This design comes from an exercise in tuning for small area on the open sky130 flow, not from production work. RTL that was checked went through simulation tests only; none was proved equivalent to the original. Power figures rest on the tool's default switching activity, not on a simulated workload.

== P ==
==> flow/design.v (excerpt) <==
module relaymux (
    input  logic        clk,
    input  logic        rst,
    input  logic        tick,
    input  logic [1:0]  btn_raw,
    input  logic        cmd_valid,
    input  logic [31:0] cmd_data,
    input  logic        cmd_last,
    input  logic        cmd_err,
    input  logic        rsp_ready,
    output logic [7:0]  relay_out,
    output logic        cmd_ready,
    output logic        rsp_valid,
    output logic [31:0] rsp_data,
    output logic        rsp_last,
    output logic        busy,
    output logic [1:0]  man_evt,
    output logic        man_evt_stb
);
Size in the first run: roughly 70 flip-flops, roughly 88 I/O pins, roughly 6900 sq um of cells after synthesis.
==> flow/config.mk <==
export PLATFORM = sky130hd
export DESIGN_NAME = relaymux
export DESIGN_NICKNAME = relaymux
export VERILOG_FILES = /design/flow/design.v
export SDC_FILE = /design/flow/constraint.sdc
export NUM_CORES = 4
export LEC_CHECK = 0
export CAP_MARGIN = 20
export CORE_MARGIN = 2
export CORE_UTILIZATION = 40
export PLACE_DENSITY = 0.6
export SLEW_MARGIN = 20
==> flow/constraint.sdc <==
create_clock -name core_clock -period 10.0 [get_ports {clk}]
set_input_delay 2.0000 -clock core_clock [delete_from_list [all_inputs] [get_ports {clk}]]
set_output_delay 2.0000 -clock core_clock [all_outputs]
set_load 0.01 [all_outputs]
standard.sh (not shown) runs the stock make flow with config.mk's settings and CLKGATE_MAP_FILE= SYNTH_SCRIPT=/design/flow/synth_recipe.tcl, a recipe that flattens the netlist after the stock synthesis.
==> flow/flow/run.sh <==
#!/bin/bash
# The standard synthesis, then the standard layout with: the ports
# buffered by the smallest buffer, one tie cell per constant kept as
# synthesis made it, and a clock tree of clkbuf_8 without dummy loads.
# ORFS writes each step's log under orfs/logs; the make output of each part
# goes to its own log here.
set -euo pipefail
bash standard.sh synth > synth.log 2>&1
export BUFFER_PORTS_ARGS="-buffer_cell sky130_fd_sc_hd__buf_1"
export SKIP_REPAIR_TIE_FANOUT=1
export CTS_ARGS="-sink_clustering_enable -repair_clock_nets -buf_list sky130_fd_sc_hd__clkbuf_8 -dont_use_dummy_load"
bash standard.sh finish > layout.log 2>&1
Setup changes, P to Q
-- flow/design.v --
<<< P, line 132
    logic [31:0] ge;        
    logic [2:0]  list_err, num_err, w_err, a_err;
    logic        list_ok, num_ok;
    always_comb begin
        e_kind   = cmd_data[31:30];
>>> Q, line 132
    logic [31:0] ge;        
    logic [2:0]  list_err, num_err, w_err, a_err;
    always_comb begin
        e_kind   = cmd_data[31:30];
<<< P, line 157
        w_err    = o_list ? list_err : o_num ? num_err : 3'd0;
        a_err    = (err != 3'd0) ? err : w_err;
        list_ok  = err == 3'd0 && o_list && list_err == 3'd0;
        num_ok   = err == 3'd0 && o_num && num_err == 3'd0;
    end
    logic [3:0] pc1;
>>> Q, line 156
        w_err    = o_list ? list_err : o_num ? num_err : 3'd0;
        a_err    = (err != 3'd0) ? err : w_err;
    end
    logic [3:0] pc1;
<<< P, line 186
    assign rem  = relay & ~mask;
    assign mask = ~nq[7:0];
    logic        k_str;
    always_comb begin
>>> Q, line 183
    assign rem  = relay & ~mask;
    assign mask = ~nq[7:0];
    logic [7:0]  w_mask;     
    assign w_mask = o_list ? (mask | rmask) : o_num ? cmd_data[7:0] : mask;
    logic        k_str;
    always_comb begin
<<< P, line 228
            n_ph[0] = 1'b1;
            n_err   = a_err;
            if (list_ok) begin
                n_mask = mask | rmask;
                if (op == 4'h3) n_cnt = qsum;
            end
            if (num_ok) n_mask = cmd_data[7:0];
            if (cmd_last) n_args = 1'b0;
        end
>>> Q, line 227
            n_ph[0] = 1'b1;
            n_err   = a_err;
            n_mask  = w_mask;
            if (op == 4'h3) n_cnt = qsum;
            if (cmd_last) n_args = 1'b0;
        end
<<< P, line 247
                        n_cnt = SETTLE;
                        n_ph  = {f_op[2] & f_op[1], 1'b0};
                        case (f_op)
                            4'h1:    rb_val = relay & ~n_mask;
                            4'h2:    rb_val = relay | n_mask;
                            4'h4:    rb_val = 8'h00;
                            4'h6:    rb_val = relay & n_mask;
                            default: rb_val = relay | n_mask;
                        endcase
                    end
                    4'h3: begin n_rsp = 1'b1; n_ph = PH_HDR; end
>>> Q, line 243
                        n_cnt = SETTLE;
                        n_ph  = {f_op[2] & f_op[1], 1'b0};
                        case (op)
                            4'h1:    rb_val = relay & ~w_mask;
                            4'h2:    rb_val = relay | w_mask;
                            4'h6:    rb_val = relay & w_mask;
                            4'h7:    rb_val = relay | w_mask;
                            default: rb_val = 8'h00;
                        endcase
                        if (hdr_acc) rb_val = 8'h00;
                    end
                    4'h3: begin n_rsp = 1'b1; n_ph = PH_HDR; end
Q gives less first-iteration DRC count than P did.
[compare] base=P new=Q: internal power grew by about 12%; number of buffers between clock root and the deepest sink held steady; combined global-route utilization of all metal layers held steady.
Of P and Q, the run reporting the higher xor-xnor portion of the synthesized cell area was Q.
Slack of the worst reg-to-reg path (lower): P
Changes observed in Q relative to P: worst hold slack went down 22 ps, synthesis-to-finish area growth moved up.
Maximum vdd drop on Q is behind P.
Function not checked in P: the RTL went through the layout flow alone.

========
## the previous run
relaymux, a different RTL version from the one above (not shown whole).
For scale: about 70 flip-flops, roughly 88 I/O pins, ~6700 µm² of cells after synthesis.
==> flow/design.v (excerpt) <==
module relaymux (
    input  logic        clk,
    input  logic        rst,
    input  logic        tick,
    input  logic [1:0]  btn_raw,
    input  logic        cmd_valid,
    input  logic [31:0] cmd_data,
    input  logic        cmd_last,
    input  logic        cmd_err,
    input  logic        rsp_ready,
    output logic [7:0]  relay_out,
    output logic        cmd_ready,
    output logic        rsp_valid,
    output logic [31:0] rsp_data,
    output logic        rsp_last,
    output logic        busy,
    output logic [1:0]  man_evt,
    output logic        man_evt_stb
);
    logic       quiet;
    logic [1:0] acc;
    logic       take;
    logic [7:0] relay;
    logic       seq;
    logic       rb_wr;
    logic [7:0] rb_val;
    logic        c_cmd_ready;
    logic        c_rsp_valid;
    logic [31:0] c_rsp_data;
    logic        c_rsp_last;
    logic [1:0]  c_man_evt;
    logic        c_man_evt_stb;
    relaymux_debouncer u_deb (
        .clk     (clk),
        .rst     (rst),
        .tick    (tick),
        .btn_raw (btn_raw),
        .take    (take),
        .quiet   (quiet),
        .acc     (acc)
    );
    relaymux_relay_bank u_bank (
        .clk   (clk),
        .rst   (rst),
        .wr    (rb_wr),
        .wdata (rb_val),
        .relay (relay)
    );
    relaymux_ctrl u_ctrl (
        .clk         (clk),
        .rst         (rst),
  ...
==> flow/config.mk <==
export PLATFORM = sky130hd
export DESIGN_NAME = relaymux
export DESIGN_NICKNAME = relaymux
export VERILOG_FILES = /design/flow/design.v
export SDC_FILE = /design/flow/constraint.sdc
export NUM_CORES = 4
export LEC_CHECK = 0
export CAP_MARGIN = 20
export CORE_MARGIN = 2
export CORE_UTILIZATION = 40
export PLACE_DENSITY = 0.6
export SLEW_MARGIN = 20
==> flow/constraint.sdc <==
create_clock -name core_clock -period 10.0 [get_ports {clk}]
set_input_delay 2.0000 -clock core_clock [delete_from_list [all_inputs] [get_ports {clk}]]
set_output_delay 2.0000 -clock core_clock [all_outputs]
set_load 0.01 [all_outputs]
Scripts as last shown in full above: flow/flow/run.sh
The previous run did not stop at any stage, and its layout met the timing, design-rule and antenna checks.
The following lists how the current run was set up differently from the previous run:
-- flow/design.v --
<<< the previous run, line 81
        for (int i = 0; i < 4; i++)
            gt4 = (a[i] && !b[i]) || ((a[i] || !b[i]) && gt4);
    endfunction
    function automatic logic [3:0] low_chan(input logic [7:0] m);
>>> the current run, line 81
        for (int i = 0; i < 4; i++)
            gt4 = (a[i] && !b[i]) || ((a[i] || !b[i]) && gt4);
    endfunction
    function automatic logic [5:0] dec6(input logic [5:0] c);
        logic borrow;
        borrow = 1'b1;
        for (int i = 0; i < 6; i++) begin
            dec6[i] = c[i] ^ borrow;
            borrow  = borrow && !c[i];
        end
    endfunction
    function automatic logic [3:0] low_chan(input logic [7:0] m);
<<< the previous run, line 178
    assign w_mask = o_list ? (mask | rmask) : o_num ? cmd_data[7:0] : mask;
    logic        k_str;
    logic        cnt_dn;
    logic [5:0]  cnt_tgl;
    always_comb begin
        n_args    = args;
>>> the current run, line 186
    assign w_mask = o_list ? (mask | rmask) : o_num ? cmd_data[7:0] : mask;
    logic        k_str;
    always_comb begin
        n_args    = args;
<<< the previous run, line 237
                        n_cnt = SETTLE;
                        n_ph  = {f_op[2] & f_op[1], 1'b0};
                        case (f_op)
                            4'h1:    rb_val = relay & ~w_mask;
                            4'h2:    rb_val = relay | w_mask;
>>> the current run, line 243
                        n_cnt = SETTLE;
                        n_ph  = {f_op[2] & f_op[1], 1'b0};
                        case (op)
                            4'h1:    rb_val = relay & ~w_mask;
                            4'h2:    rb_val = relay | w_mask;
<<< the previous run, line 244
                            default: rb_val = 8'h00;
                        endcase
                    end
                    4'h3: begin n_rsp = 1'b1; n_ph = PH_HDR; end
>>> the current run, line 250
                            default: rb_val = 8'h00;
                        endcase
                        if (hdr_acc) rb_val = 8'h00;
                    end
                    4'h3: begin n_rsp = 1'b1; n_ph = PH_HDR; end
<<< the previous run, line 258
        if (seq && tick) begin
            if (cnt != 6'd0) begin
            end else if (ph[1]) begin
                rb_wr   = 1'b1;
>>> the current run, line 265
        if (seq && tick) begin
            if (cnt != 6'd0) begin
                n_cnt = dec6(cnt);
            end else if (ph[1]) begin
                rb_wr   = 1'b1;
<<< the previous run, line 273
        if (r_acc) begin
            if (cnt == 6'd0) n_rsp = 1'b0;
            case (ph)
                PH_HDR:  n_ph = k_str ? PH_OPEN : PH_BODY;
>>> the current run, line 281
        if (r_acc) begin
            if (cnt == 6'd0) n_rsp = 1'b0;
            else             n_cnt = dec6(cnt);
            case (ph)
                PH_HDR:  n_ph = k_str ? PH_OPEN : PH_BODY;
<<< the previous run, line 282
                    n_mask[i] = mask[i] || (rem[i] && ((rem & ((8'd1 << i) - 8'd1)) == 8'd0));
        end
        cnt_dn = ((seq && tick) || r_acc) && cnt != 6'd0;
        for (int i = 0; i < 6; i++) cnt_tgl[i] = cnt_dn && (cnt & ((6'd1 << i) - 6'd1)) == 6'd0;
        if (cnt_dn) n_cnt = cnt ^ cnt_tgl;
    end
    logic q_sh;
>>> the current run, line 291
                    n_mask[i] = mask[i] || (rem[i] && ((rem & ((8'd1 << i) - 8'd1)) == 8'd0));
        end
    end
    logic q_sh;
Findings:
Comparing the previous run and the current run, the lower first-pass GRT wire length was measured on the current run.
The current run vs the previous run: number of inverters outside the clock class in the layout up by more than 10%
Cmp the current run vs the previous run: final cell count lower in the current run
There was hardly any difference in area after detailed placement between the previous run and the current run.
On die area, the previous run and the current run are neck and neck.
Diff the previous run -> the current run: maximum number of pins on one net before global-route repair went down 6.8%; routed wire length went down 360 µm.
Per the comparison of the current run with the previous run, clock power share picked up an extra 2.6 points, met2 track utilization from global routing lost 2.0 points, routed length on met1 picked up an extra about 4%.
The combinational power share of the current run is lower than that of the previous run.
Global-route usage for the current run is lower than for the previous run.
Diff the current run..the previous run | number of H-tree levels | unchanged
On non-clock buffer area fraction after layout, the current run tracks the previous run almost exactly.
The RTL of the previous run was laid out without a check of its function.

-- static timing again, ports no longer ideal --
How much do the figures lean on ideal ports? The routed layouts below were timed once more, with nothing changed but the port constraints.
Step 1 sets driving cells, clkbuf_16 on the clock port and buf_2 on the other inputs (assumed; they add their load-dependent delay and slew).
Step 2 times the ports against the registers' clock, not the clock port: input delays grow and output delays shrink by t, the midpoint of the rising clock arrivals with the driver on.
Slacks: no drivers / after step 1 / after step 2; pairs: no drivers / after step 1.
| run | shift t [ns] | setup slack, ns | latest minus earliest clock arrival (ns) | worst data-port slew with drivers (ns) | cell pins on the clock port's net |
|---|---|---|---|---|---|
| P | 0.401 | 3.230 / 3.247 / 2.845 | 0.019 / 0.019 | 0.04 | 1 |
| Q | 0.398 | 3.507 / 3.520 / 3.121 | 0.038 / 0.037 | 0.03 | 1 |
| the previous run | 0.399 | 3.396 / 3.400 / 3.001 | 0.031 / 0.031 | 0.04 | 1 |
| the current run | 0.403 | 4.285 / 4.296 / 3.893 | 0.020 / 0.020 | 0.03 | 1 |
After both steps every run listed still meets setup and hold. For the previous run, which loses most, drivers alone change the setup slack by +0.004 ns; drivers and shift together by -0.395 ns.
